Context: an optimization exercise on an open-source flow, tuned for small area, a short achievable clock period and few clock cycles. The choices shown serve that exercise and are no tape-out recipe.
No activity file was given, so power comes from the tool's default toggle rates.

// wnaf_expander
module wnaf_expander (
    input  wire       clk,
    input  wire       rst,           
    input  wire       req_valid,
    output wire       req_ready,
    input  wire       req_we,
    input  wire [8:0] req_addr,
    input  wire [7:0] req_wdata,
    output reg        rsp_valid,
    output reg        rsp_err,
    output reg  [7:0] rsp_rdata
);
For scale: ~2200 cells after synthesis, roughly 630 flip-flops, about 32 I/O pins, roughly 27000 um^2 of cells after synthesis.
==> flow/config.mk <==
export PLATFORM = sky130hd
export DESIGN_NAME = wnaf_expander
export DESIGN_NICKNAME = wnaf_expander
export VERILOG_FILES = /design/flow/design.v
export SDC_FILE = /design/flow/constraint.sdc
export NUM_CORES = 4
export LEC_CHECK = 0
export CAP_MARGIN = 20
export CORE_MARGIN = 2
export CORE_UTILIZATION = 35
export PLACE_DENSITY = 0.55
export SETUP_SLACK_MARGIN = 4.6
export SLEW_MARGIN = 20
==> flow/constraint.sdc <==
create_clock -name core_clock -period 7.0 [get_ports {clk}]
set_input_delay 1.4000 -clock core_clock [delete_from_list [all_inputs] [get_ports {clk}]]
set_output_delay 1.4000 -clock core_clock [all_outputs]
set_load 0.01 [all_outputs]
run.sh (not shown) runs the stock make flow with config.mk's settings and CLKGATE_MAP_FILE= SYNTH_SCRIPT=/design/flow/synth_recipe.tcl, a recipe that flattens the netlist after the stock synthesis.
Then changed:
- SETUP_SLACK_MARGIN: 4.6 -> 4.0
After rerunning:
- The new run went through all stages and came out clean
- die area is unchanged
- via count goes down by about 7%
- total power barely changes
- non-clock buffer count decreases by 151
- synthesized cell count does not change
No functional check of the RTL was part of any run of this note.

========
## red
The RTL this note starts from:
==> flow/design.v <==
module wnaf_expander (
    input  wire       clk,
    input  wire       rst,           
    input  wire       req_valid,
    output wire       req_ready,
    input  wire       req_we,
    input  wire [8:0] req_addr,
    input  wire [7:0] req_wdata,
    output reg        rsp_valid,
    output reg        rsp_err,
    output reg  [7:0] rsp_rdata
);
    localparam [1:0] PH_IDLE  = 2'd0,
                     PH_BUSY  = 2'd1,
                     PH_DONE  = 2'd2,
                     PH_FAULT = 2'd3;
    reg [7:0]   scalar [0:31];   
    reg [31:0]  svalid;
    reg [7:0]   w;
    reg [1:0]   phase;
    reg [1:0]   fcause;
    reg         cout;
    reg [7:0]   ring [0:31];     
    reg         rp;              
    reg [15:0]  lk;              
    reg [1:0]   ws;              
    reg [4:0]   q;               
    reg [2:0]   r;
    reg [5:0]   bm;              
    reg         stall;           
    reg         rdy;             
    reg         hit;             
    reg         sk1;             
    reg         f_wsc, f_ww, f_exp, f_srst;           
    reg         f_rsc, f_rw, f_rst, f_rfc, f_rdig;    
    reg         f_v;                                  
    reg [7:0]   rq_addr;
    reg [7:0]   rq_wdata;
    assign req_ready = rdy;
    wire accept = req_valid & ~stall;
    wire ph_idle  = (phase == PH_IDLE);
    wire ph_busy  = (phase == PH_BUSY);
    wire ph_done  = (phase == PH_DONE);
    wire ph_fault = (phase == PH_FAULT);
    reg  srdy;                   
    reg  badw;                   
    wire host_can_write = ph_idle | ph_done;
    wire wr_scalar = f_wsc & host_can_write;
    wire wr_w      = f_ww & host_can_write;
    wire do_expand = f_exp & host_can_write;
    wire do_srst   = f_srst & ~ph_busy;
    wire short = ~srdy;
    wire start = do_expand & ~badw & ~short;
    wire rd_digit = f_rdig & ph_done;
    wire dig_now  = rd_digit & hit;                 
    wire seek     = rd_digit & ~hit;                
    wire [7:0] pos = {q, r};
    wire [5:0] wfill = {ws == 2'd3, ws >= 2'd2, ws != 2'd0, 3'b111};   
    wire       s_start = ~bm[0] & (lk[1] ^ lk[0]);
    wire [5:0] s_bm    = s_start ? wfill : {1'b0, bm[5:1]};
    reg  [7:0] s_digit;
    always @(*) begin
        case (ws)
            2'd0: s_digit = {{5{lk[4]}}, lk[4:2], 1'b1};
            2'd1: s_digit = {{4{lk[5]}}, lk[5:2], 1'b1};
            2'd2: s_digit = {{3{lk[6]}}, lk[6:2], 1'b1};
            default: s_digit = {{2{lk[7]}}, lk[7:2], 1'b1};
        endcase
        if (!s_start) s_digit = 8'h00;
    end
    reg [7:0] c_st;        
    reg [5:0] c_bm;        
    integer ci, cj;
    always @(*) begin
        for (ci = 0; ci < 8; ci = ci + 1) begin
            c_st[ci] = (lk[ci + 1] ^ lk[ci]);
            if (ci < 6)
                c_st[ci] = c_st[ci] & ~bm[ci];
            for (cj = 1; cj <= 6; cj = cj + 1)
                if (ci - cj >= 0 && (cj <= 3 || (cj == 4 && ws != 2'd0) ||
                                     (cj == 5 && ws[1]) || (cj == 6 && ws == 2'd3)))
                    c_st[ci] = c_st[ci] & ~c_st[ci - cj];
        end
        for (ci = 0; ci < 6; ci = ci + 1) begin
            c_bm[ci] = 1'b0;
            for (cj = 0; cj < 8; cj = cj + 1)
                if (8 + ci - cj <= 3)
                    c_bm[ci] = c_bm[ci] | c_st[cj];
                else if (8 + ci - cj <= 6)
                    c_bm[ci] = c_bm[ci] | (c_st[cj] & (ws >= (8 + ci - cj - 3)));
        end
    end
    wire mv_byte   = ph_busy | (seek & ~sk1);
    wire mv_single = dig_now | (seek & sk1);
    wire xing      = mv_byte | (mv_single & (r == 3'd7));    
    wire [4:0] q_p1   = q + 5'd1;
    wire [7:0] pos_p1 = pos + 8'd1;
    wire [7:0] pos_next = start ? 8'd0 :
                          mv_byte ? {q_p1, 3'b000} :
                          mv_single ? pos_p1 : pos;
    wire [7:0] ta = req_addr[7:0];
    wire [7:0] tr = rq_addr;
    wire a_s = (ta == pos_p1);
    wire a_h = (ta == pos);
    wire a_hit = ~start & ~mv_byte & (mv_single ? a_s : a_h);
    wire r_q1 = (tr[7:3] == q_p1), r_q = (tr[7:3] == q);
    wire r_b = r_q1 & (tr[2:0] == 3'd0);
    wire r_s = (r == 3'd7) ? r_b : (r_q & (tr[2:0] == r + 3'd1));
    wire r_hit = mv_byte ? r_b : r_s;
    wire r_sk = (mv_byte | (r == 3'd7)) ? r_q1 : 1'b1;
    wire [7:0] nb1 = rp ? ring[1] : ring[0];
    wire [7:0] nb2 = rp ? ring[2] : ring[1];
    wire       new_bit = (r == 3'd0) ? ((q == 5'd31) ? 1'b0 : nb1[7])
                                     : ((q[4:1] == 4'hf) ? 1'b0 : nb2[r - 3'd1]);
    always @(posedge clk) begin
        if (start) begin
            q    <= 5'd0;
            r    <= 3'd0;
            bm   <= 6'd0;
            cout <= 1'b0;
            lk   <= {scalar[1][6:0], scalar[0], 1'b0};
        end else if (mv_byte | mv_single) begin
            q  <= pos_next[7:3];
            r  <= pos_next[2:0];
            if (xing)
                lk <= {(q == 5'd30) ? 7'h00 : nb2[6:0], nb1,
                       (q == 5'd31) ? 1'b0 : (mv_byte ? lk[8] : lk[1])};   
            else
                lk <= {new_bit, lk[15:1]};
            if (q == 5'd31 && xing)
                bm <= 6'd0;
            else if (mv_byte)
                bm <= c_bm;
            else
                bm <= s_bm;
            if (ph_busy && q == 5'd31)
                cout <= lk[8] & ~c_bm[0];
        end
    end
    integer k;
    always @(posedge clk) begin
        if (start) begin
            for (k = 0; k < 32; k = k + 1)
                ring[k] <= scalar[(k + 1) % 32];
            ws <= w[1:0];
        end else if (rp) begin
            for (k = 0; k < 32; k = k + 1)
                ring[k] <= ring[(k + 1) % 32];
        end
    end
    always @(posedge clk) begin
        if (rst)
            rp <= 1'b0;
        else
            rp <= xing & ~start;
    end
    wire i_rdig = ~req_we & req_addr[8];
    always @(posedge clk) begin
        if (rst) begin
            stall  <= 1'b0;
            rdy    <= 1'b1;
            hit    <= 1'b0;
            sk1    <= 1'b0;
            f_wsc  <= 1'b0;
            f_ww   <= 1'b0;
            f_exp  <= 1'b0;
            f_srst <= 1'b0;
            f_rsc  <= 1'b0;
            f_rw   <= 1'b0;
            f_rst  <= 1'b0;
            f_rfc  <= 1'b0;
            f_rdig <= 1'b0;
            f_v    <= 1'b0;
        end else if (seek) begin
            hit    <= r_hit;
            sk1    <= r_sk;
        end else begin
            stall  <= accept & i_rdig & ~a_hit;
            rdy    <= ~(accept & i_rdig & ~a_hit);
            hit    <= a_hit;
            sk1    <= 1'b1;
            f_wsc  <= accept & req_we & (req_addr[8:5] == 4'b0000);
            f_ww   <= accept & req_we & (req_addr == 9'h020);
            f_exp  <= accept & req_we & (req_addr == 9'h021) & (req_wdata == 8'h01);
            f_srst <= accept & req_we & (req_addr == 9'h021) & (req_wdata == 8'h02);
            f_rsc  <= accept & ~req_we & (req_addr[8:5] == 4'b0000);
            f_rw   <= accept & ~req_we & (req_addr == 9'h020);
            f_rst  <= accept & ~req_we & (req_addr == 9'h022);
            f_rfc  <= accept & ~req_we & (req_addr == 9'h023);
            f_rdig <= accept & i_rdig;
            f_v    <= accept;
        end
    end
    always @(posedge clk) begin
        if (~stall) begin
            rq_addr  <= req_addr[7:0];
            rq_wdata <= req_wdata;
        end
    end
    wire ok = wr_scalar | wr_w | do_expand | do_srst | f_rsc | f_rw | f_rst | f_rfc | rd_digit;
    wire [7:0] status = {3'b000, srdy, ph_done & cout, ph_fault, ph_done, ph_busy};
    wire [7:0] rd_data =
        ({8{f_rsc & svalid[rq_addr[4:0]]}} & scalar[rq_addr[4:0]]) |
        ({8{f_rw}}   & w) |
        ({8{f_rst}}  & status) |
        ({8{f_rfc}}  & {6'b000000, fcause}) |
        ({8{rd_digit}} & s_digit);
    always @(posedge clk) begin
        if (rst) begin
            rsp_valid <= 1'b0;
            rsp_err   <= 1'b0;
            rsp_rdata <= 8'h00;
        end else begin
            rsp_valid <= f_v & ~seek;
            rsp_err   <= ~ok;
            rsp_rdata <= ok ? rd_data : 8'h80;
        end
    end
    always @(posedge clk) begin
        if (rst) begin
            phase  <= PH_IDLE;
            fcause <= 2'b00;
        end else if (do_srst) begin
            phase  <= PH_IDLE;
            fcause <= 2'b00;
        end else if (do_expand) begin
            if (badw | short) begin
                phase  <= PH_FAULT;
                fcause <= {short, badw};
            end else begin
                phase <= scalar[31][7] ? PH_BUSY : PH_DONE;
            end
        end else if (ph_busy) begin
            if (q == 5'd31)
                phase <= PH_DONE;
        end
    end
    reg [31:0] svalid_next;
    reg [7:0]  w_next;
    always @(*) begin
        svalid_next = svalid;
        w_next      = w;
        if (wr_scalar)
            svalid_next[rq_addr[4:0]] = 1'b1;
        if (wr_w)
            w_next = rq_wdata;
        if (rst || do_srst) begin
            svalid_next = 32'h0;
            w_next      = 8'h00;
        end
    end
    reg [31:0] svalid_set;
    always @(*) begin
        svalid_set = svalid;
        svalid_set[rq_addr[4:0]] = 1'b1;
    end
    wire clr = rst | do_srst;
    always @(posedge clk) begin
        svalid <= svalid_next;
        w      <= w_next;
        srdy   <= ~clr & (wr_scalar ? &svalid_set : &svalid);
        badw   <= clr | (w_next[7:2] != 6'b000001);
    end
    always @(posedge clk) begin
        if (wr_scalar)
            scalar[rq_addr[4:0]] <= rq_wdata;
    end
endmodule
clock: 7.0 ns
lec_check: 0
cap_margin: 20
core_margin: 2
core_utilization: 35
cts_cluster_diameter: 80
cts_cluster_size: 20
place_density: 0.55
setup_slack_margin: 4.4
slew_margin: 20
tns_end_percent: 5
Modified inputs, blue compared to red
- removing TNS_END_PERCENT (formerly 5)
- red vs blue, worst setup path startpoint: rst vs rq_addr[0]
- Total power: blue above red
- Compared with red, blue degrades worst reg-to-reg setup slack.
- In blue relative to red, clock power had gone up by a little under 10%.
Function was not checked in any run of this note: the RTL went through the layout flow alone.

[port drivers added, routing unchanged]
How much do the figures lean on ideal ports? The routed layouts below were timed once more, with nothing changed but the port constraints.
Step 1 assumes that a clkbuf_16 drives the clock port and a buf_2 every other input.
Step 2, shift: input delay + t, output delay - t, t = (earliest + latest rising clock arrival at the registers) / 2. This alone moves slack from input paths to output paths.
Slacks: no drivers / after step 1 / after step 2; pairs: no drivers / after step 1.
run	t (ns)	setup WS [ns]	hold slack, ns	worst setup path after step 2	cell pins on the clock port's net
the first run of note 1	0.670	4.104 / 4.104 / 3.555	0.455 / 0.455 / 0.455	input to register	1
the second run of note 1	0.659	3.962 / 3.962 / 3.549	0.451 / 0.451 / 0.451	input to register	1
red	0.643	4.201 / 4.205 / 3.597	0.466 / 0.466 / 0.466	input to register	1
blue	0.650	4.114 / 4.114 / 3.703	0.460 / 0.460 / 0.460	input to register	1
After both steps setup and hold are still met in every run listed. The setup slack of red, which loses most, moves by +0.004 ns with the drivers and by -0.604 ns with both steps.
